Source: an optimization exercise on an open RTL-to-GDS flow (aim: small area). Production flows keep margins and buffers that such runs may drop. Function was checked by simulation only, so behaviour that the tests miss may differ from the original.

==> flow/design.v <==
module sensor_sampler #(
    parameter integer SA = 16,    
    parameter integer SG = 131    
) (
    input  wire        clk,
    input  wire        rst,
    input  wire        cmd_valid,
    input  wire [7:0]  cmd_data,
    output wire        cmd_ready,
    output reg         resp_valid,
    output reg         resp_kind,       
    output wire [15:0] resp_value,
    input  wire        resp_ready,
    output wire        bus_dir,         
    output wire        tx_valid,
    output wire [7:0]  tx_data,
    input  wire        tx_ready,        
    input  wire        rx_valid,
    input  wire [7:0]  rx_data,
    output wire        rx_ready,
    output wire        txt_valid,
    output wire [7:0]  txt_data,
    input  wire        txt_ready
);
    localparam [3:0] IDLE  = 4'd0,
                     REQ   = 4'd1,    
                     TXW   = 4'd2,    
                     RXB   = 4'd3,    
                     ALNC  = 4'd4,    
                     CPY   = 4'd5,    
                     DLM   = 4'd6,    
                     ALNL  = 4'd7,    
                     LD    = 4'd8,    
                     NEG   = 4'd9,    
                     SUB   = 4'd10,   
                     ADD   = 4'd11,   
                     TXT   = 4'd12,   
                     DEMIT = 4'd14,   
                     ALNZ  = 4'd15,   
                     CLR   = 4'd13;   
    reg  [3:0]  st;
    reg  [62:0] R;         
    reg  [2:0]  rs;        
    reg  [3:0]  rb;        
    reg  [11:0] S;
    reg  [3:0]  sp;        
    reg  [7:0]  r;         
    reg         cy;        
    reg         neg;       
    reg         valid;     
    reg         started;   
    reg  [2:0]  ch;
    reg  [3:0]  k;         
    wire       gy = (ch > 3'd2);
    wire rgy     = rs[2] | (rs[1] & rs[0]);
    wire seg_end = rgy ? (rb == 4'd8) : (rb == 4'd11);
    wire here    = (rs == ch);
    wire [2:0] rs_inc = (rs == 3'd5) ? 3'd0 : rs + 3'd1;
    wire aligned = seg_end && (rs_inc == ch) && (sp == 4'd0);
    wire r0v = R[0] & valid;
    wire sp_last = (sp == 4'd11);
    wire [3:0] bi = ~k;        
    wire [3:0] target = (bi[3] & bi[2]) ? {2'b00, bi[1:0]} : bi;
    wire       step = rx_valid && (sp == target);
    wire       b = rx_data[bi[2:0]];
    wire [8:0] t9 = {r, b};
    wire       ge = (t9 >= 9'd131);
    wire [8:0] tsub = t9 - 9'd131;
    wire       qd = gy ? ge : r[3];
    wire [7:0] rdiv = (gy && bi == 4'd15) ? (b ? 8'd130 : 8'd0) :
                      ((gy & ge) ? tsub[7:0] : t9[7:0]);
    wire       fcorr = neg & ((|r[3:0]) | (gy & (|r[7:4])));
    wire [1:0] pw = r[5:4];
    reg kbit;
    always @(*) begin
        case (pw)
            2'd2:    kbit = (sp == 4'd1) || (sp == 4'd3);
            2'd1:    kbit = (sp == 4'd2) || (sp == 4'd5) || (sp == 4'd6);
            default: kbit = (sp == 4'd3) || (sp == 4'd5) || (sp == 4'd6) ||
                            (sp == 4'd7) || (sp == 4'd8) || (sp == 4'd9);
        endcase
    end
    wire bp   = kbit ^ (st == SUB);
    wire c    = (sp == 4'd0) ? ((st == CPY) ? fcorr : (st == SUB)) : cy;
    wire sum  = S[0] ^ bp ^ c;
    wire cout = (S[0] & bp) | (S[0] & c) | (bp & c);
    wire [2:0] j = r[6:4];
    reg  [6:0] chr;
    reg        last;            
    always @(*) begin
        chr  = 7'h0A;
        last = 1'b1;
        case (k)
            4'd0:  chr = 7'h09;
            4'd1, 4'd4: chr = 7'h22;
            4'd2: begin
                case (j)
                    3'd0:    chr = gy ? "G" : "A";
                    3'd1:    chr = gy ? "y" : "c";
                    3'd2:    chr = gy ? "r" : "c";
                    3'd3:    chr = gy ? "o" : " ";
                    default: chr = " ";
                endcase
                last = gy ? (j == 3'd4) : (j == 3'd3);
            end
            4'd3: begin
                case ({ch, j})
                    6'o00:   chr = "X";
                    6'o10:   chr = "Y";
                    6'o20:   chr = "Z";
                    6'o30:   chr = "R";
                    6'o31:   chr = "o";
                    6'o32, 6'o33: chr = "l";
                    6'o40:   chr = "P";
                    6'o41:   chr = "i";
                    6'o42:   chr = "t";
                    6'o43:   chr = "c";
                    6'o44:   chr = "h";
                    6'o50:   chr = "Y";
                    6'o51:   chr = "a";
                    6'o52:   chr = "w";
                    default: chr = 7'bx;
                endcase
                case (ch)
                    3'd3:    last = (j == 3'd3);
                    3'd4:    last = (j == 3'd4);
                    3'd5:    last = (j == 3'd2);
                    default: last = 1'b1;
                endcase
            end
            4'd5:  chr = ":";
            4'd6:  chr = " ";
            4'd7:  chr = "-";
            4'd8:  chr = ",";
            4'd10: chr = "}";
            4'd14: chr = "{";
            default: chr = 7'h0A;        
        endcase
    end
    wire is_val = (k == 4'd7);
    wire is_key = (k[3:1] == 3'b001);
    wire is_nl  = k[0] & k[3] & (k[1] | ~k[2]);
    wire [3:0] dnib = (pw == 2'd3) ? S[3:0] : r[3:0];
    wire       show = (|r[3:0]) | started | (pw == 2'd3);
    reg s_en, sin;
    always @(*) begin
        s_en = 1'b1;
        sin  = S[0];
        case (st)
            RXB:   sin = step ? qd : S[0];
            ALNC, ALNL, ALNZ: s_en = (sp != 4'd0);
            LD:    sin = here ? r0v : S[11];
            NEG:   sin = S[0] ^ (neg & c);
            SUB, ADD: sin = sum;
            CLR:   sin = started & (sp == 4'd2);    
            CPY:   sin = S[0];
            default: s_en = 1'b0;
        endcase
    end
    assign cmd_ready  = (st == IDLE) && !resp_valid;
    assign tx_valid   = (st == REQ);
    assign bus_dir    = (st == REQ) || (st == TXW);
    assign tx_data    = 8'h3C;
    assign rx_ready   = ((st == RXB) && step && (bi[2:0] == 3'd0)) || (st == DLM);
    assign txt_valid  = ((st == TXT) && (!is_val || neg)) || ((st == DEMIT) && show);
    assign txt_data   = (st == DEMIT) ? {4'h3, dnib} : {1'b0, chr};
    assign resp_value = {{4{S[11]}}, S};
    always @(posedge clk) begin
        R <= {(st == CPY) ? (S[0] ^ c) : R[0], R[62:1]};
        if (s_en)
            S <= {sin, S[11:1]};
        cy <= (st == CPY) ? (S[0] & c) : (st == NEG) ? (c | S[0]) : cout;
    end
    always @(posedge clk) begin
        if (rst) begin
            st         <= IDLE;
            rs         <= 3'd0;
            rb         <= 4'd0;
            sp         <= 4'd0;
            valid      <= 1'b0;
            resp_valid <= 1'b0;
        end else begin
            rb <= seg_end ? 4'd0 : rb + 4'd1;
            if (seg_end)
                rs <= rs_inc;
            if (s_en)
                sp <= sp_last ? 4'd0 : sp + 4'd1;
            if (resp_valid && resp_ready)
                resp_valid <= 1'b0;
            case (st)
                IDLE: begin
                    if (cmd_valid && !resp_valid) begin
                        started   <= (cmd_data != 8'h01);    
                        resp_kind <= 1'b0;
                        ch        <= cmd_data[2:0];
                        if (cmd_data == 8'h01 || cmd_data == 8'h02) begin
                            st      <= REQ;
                        end else if (cmd_data[7:3] == 5'b00010 && cmd_data[2:0] <= 3'd5) begin
                            resp_kind <= 1'b1;
                            st        <= ALNL;
                        end else begin
                            st  <= ALNZ;
                        end
                    end
                end
                REQ: begin
                    if (tx_ready)
                        st <= TXW;
                end
                TXW: begin
                    if (tx_ready) begin
                        ch       <= 3'd0;
                        k        <= 4'h0;
                        st       <= RXB;
                    end
                end
                RXB: begin
                    if (step) begin
                        r       <= rdiv;
                        k       <= k + 4'd1;
                        if (bi == 4'd15)
                            neg <= b;
                        if (bi == 4'd0)
                            st <= ALNC;
                    end
                end
                ALNC: begin
                    if (aligned)
                        st <= CPY;
                end
                CPY: begin
                    if (seg_end) begin
                        ch <= ch + 3'd1;
                        st <= (ch == 3'd5) ? DLM : RXB;
                    end
                end
                DLM: begin
                    if (rx_valid) begin
                        valid <= 1'b1;
                        if (started) begin
                            k       <= 4'd14;
                            ch      <= 3'd7;
                            started <= 1'b0;
                            st      <= TXT;
                        end else begin
                            st  <= ALNZ;
                        end
                    end
                end
                ALNL: begin
                    if (aligned)
                        st <= LD;
                end
                LD: begin
                    if (sp_last) begin
                        if (resp_kind) begin
                            resp_valid <= 1'b1;
                            st         <= IDLE;
                        end else begin
                            neg <= sin;
                            st  <= NEG;
                        end
                    end
                end
                NEG: begin
                    if (sp_last) begin
                        r      <= 8'h00;     
                        st     <= SUB;
                    end
                end
                SUB: begin
                    if (sp_last) begin
                        if (cout)
                            r[3:0] <= r[3:0] + 4'd1;
                        else
                            st <= ADD;
                    end
                end
                ADD: begin
                    if (sp_last) begin
                        st <= (pw == 2'd0) ? TXT : DEMIT;
                    end
                end
                TXT: begin
                    if (is_val) begin
                        if (!neg || txt_ready)
                            st <= DEMIT;
                    end else if (txt_ready) begin
                        k <= k + 4'd1;
                        if (is_key) begin
                            r[6:4] <= j + 3'd1;
                            if (last)
                                r[6:4] <= 3'd0;
                            else
                                k <= k;
                        end
                        if (is_nl) begin
                            if (k == 4'd11) begin
                                st  <= ALNZ;
                            end else begin
                                ch <= ch + 3'd1;
                                k  <= (ch == 3'd5) ? 4'd10 : 4'd0;
                                if (ch != 3'd5)
                                    st <= ALNL;
                            end
                        end
                    end
                end
                DEMIT: begin
                    if (!show || txt_ready) begin
                        if (show)
                            started <= 1'b1;
                        if (pw == 2'd3) begin
                            k       <= (ch == 3'd5) ? 4'd9 : 4'd8;
                            started <= 1'b0;
                            st      <= TXT;
                        end else begin
                            r[6:4] <= j + 3'd1;
                            if (pw != 2'd2) begin
                                r[3:0] <= 4'd0;
                                st     <= SUB;
                            end
                        end
                    end
                end
                ALNZ: begin
                    if (sp == 4'd0)
                        st <= CLR;
                end
                CLR: begin
                    if (sp_last) begin
                        resp_valid <= 1'b1;
                        st         <= IDLE;
                    end
                end
                default: st <= IDLE;
            endcase
        end
    end
endmodule
clock: 40.0 ns
lec_check: 0
abc_area: 1
cap_margin: 20
core_margin: 2
core_utilization: 40
cts_buf_list: sky130_fd_sc_hd__clkbuf_8
slew_margin: 20
standard.sh (not shown) runs the stock make flow with config.mk's settings and CLKGATE_MAP_FILE= SYNTH_SCRIPT=/design/flow/synth_recipe.tcl, a recipe that flattens the netlist after the stock synthesis.
==> flow/flow/run.sh <==
#!/bin/bash
# The standard ORFS layout (standard.sh) with changes that only affect how
# cells are chosen:
#  * ABC maps the logic with an area-oriented script (flow/abc_area.script)
#    instead of ORFS's default area script;
#  * no half/full-adder extraction, so ABC optimises adders with the rest;
#  * ports, and outputs that share a net, are buffered with
#    sky130_fd_sc_hd__buf_1 cells.
# Each tool's full output stays in ORFS's logs (orfs/logs); make's own
# output goes to standard.log.
set -euo pipefail
here=$(pwd)
rm -rf "$here/scripts_area"
cp -r "$FLOW_HOME/scripts" "$here/scripts_area"
cp "$here/flow/abc_area.script" "$here/scripts_area/abc_area.script"
export SCRIPTS_DIR="$here/scripts_area"
export ADDER_MAP_FILE=
export BUFFER_PORTS_ARGS="-buffer_cell sky130_fd_sc_hd__buf_1"
sed 's/"\${@:-finish}"/"MIN_BUF_CELL_AND_PORTS=sky130_fd_sc_hd__buf_1 A X" "${@:-finish}"/' standard.sh > "$here/standard_area.sh"
grep -q "MIN_BUF_CELL_AND_PORTS=sky130_fd_sc_hd__buf_1" "$here/standard_area.sh"
export CTS_ARGS="-sink_clustering_enable -repair_clock_nets -dont_use_dummy_load -buf_list sky130_fd_sc_hd__clkbuf_8"
bash "$here/standard_area.sh" > "$here/standard.log" 2>&1
==> flow/flow/abc_area.script <==
strash
dc2
dc2
&get -n
&dch -f
&nf -R 1000
&put
topo
The baseline finished clean.
==> next run, changes <==
--- a/flow/design.v
+++ b/flow/design.v
@@ -158,14 +158,14 @@
         endcase
     end
     assign cmd_ready  = (st == IDLE) && !resp_valid;
     assign tx_valid   = (st == REQ);
     assign bus_dir    = (st == REQ) || (st == TXW);
-    assign tx_data    = 8'h3C;
+    assign tx_data    = {st[3], st[3], ~st[3], ~st[3], ~st[3], ~st[3], st[3], st[3]};
     assign rx_ready   = ((st == RXB) && step && (bi[2:0] == 3'd0)) || (st == DLM);
     assign txt_valid  = ((st == TXT) && (!is_val || neg)) || ((st == DEMIT) && show);
-    assign txt_data   = (st == DEMIT) ? {4'h3, dnib} : {1'b0, chr};
+    assign txt_data   = (st == DEMIT) ? {st[0], 3'h3, dnib} : {st[0], chr};
     assign resp_value = {{4{S[11]}}, S};
     always @(posedge clk) begin
         R <= {(st == CPY) ? (S[0] ^ c) : R[0], R[62:1]};
         if (s_en)
             S <= {sin, S[11:1]};
Outcome: Setup slack degrades by 4.8 ps; register-to-register slack degrades by 340 ps; final area goes down by 0.79%; core utilization goes down by 0.17 points; clock skew goes up by 8.9 ps; synthesized cell count goes down by 2.0%; count of clock-buffer cells in the layout stays the same.

[afterwards: timing with drivers on the ports]
In the flow no input, the clock included, has a driving cell. The finished layouts below were timed again as built, in two steps.
Step 1 (the two cells are an assumption about what drives the block):
set clk [get_ports {clk}]
set_driving_cell -lib_cell sky130_fd_sc_hd__clkbuf_16 $clk
set_driving_cell -lib_cell sky130_fd_sc_hd__buf_2 [delete_from_list [all_inputs] $clk]
Step 2 times the ports against the registers' clock, not the clock port: input delays grow and output delays shrink by t, the midpoint of the rising clock arrivals with the driver on.
a / b / c = ideal / step 1 / step 2; a / b = the first two.
run	t, ns	setup slack, ns	worst hold slack (ns)
the first run	0.394	22.945 / 22.920 / 22.920	0.318 / 0.318 / 0.318
the second run	0.398	22.940 / 22.903 / 22.903	0.307 / 0.307 / 0.307
After both steps every run listed still meets setup and hold. The setup slack of the second run, which loses most, moves by -0.037 ns with the drivers and by -0.037 ns with both steps.
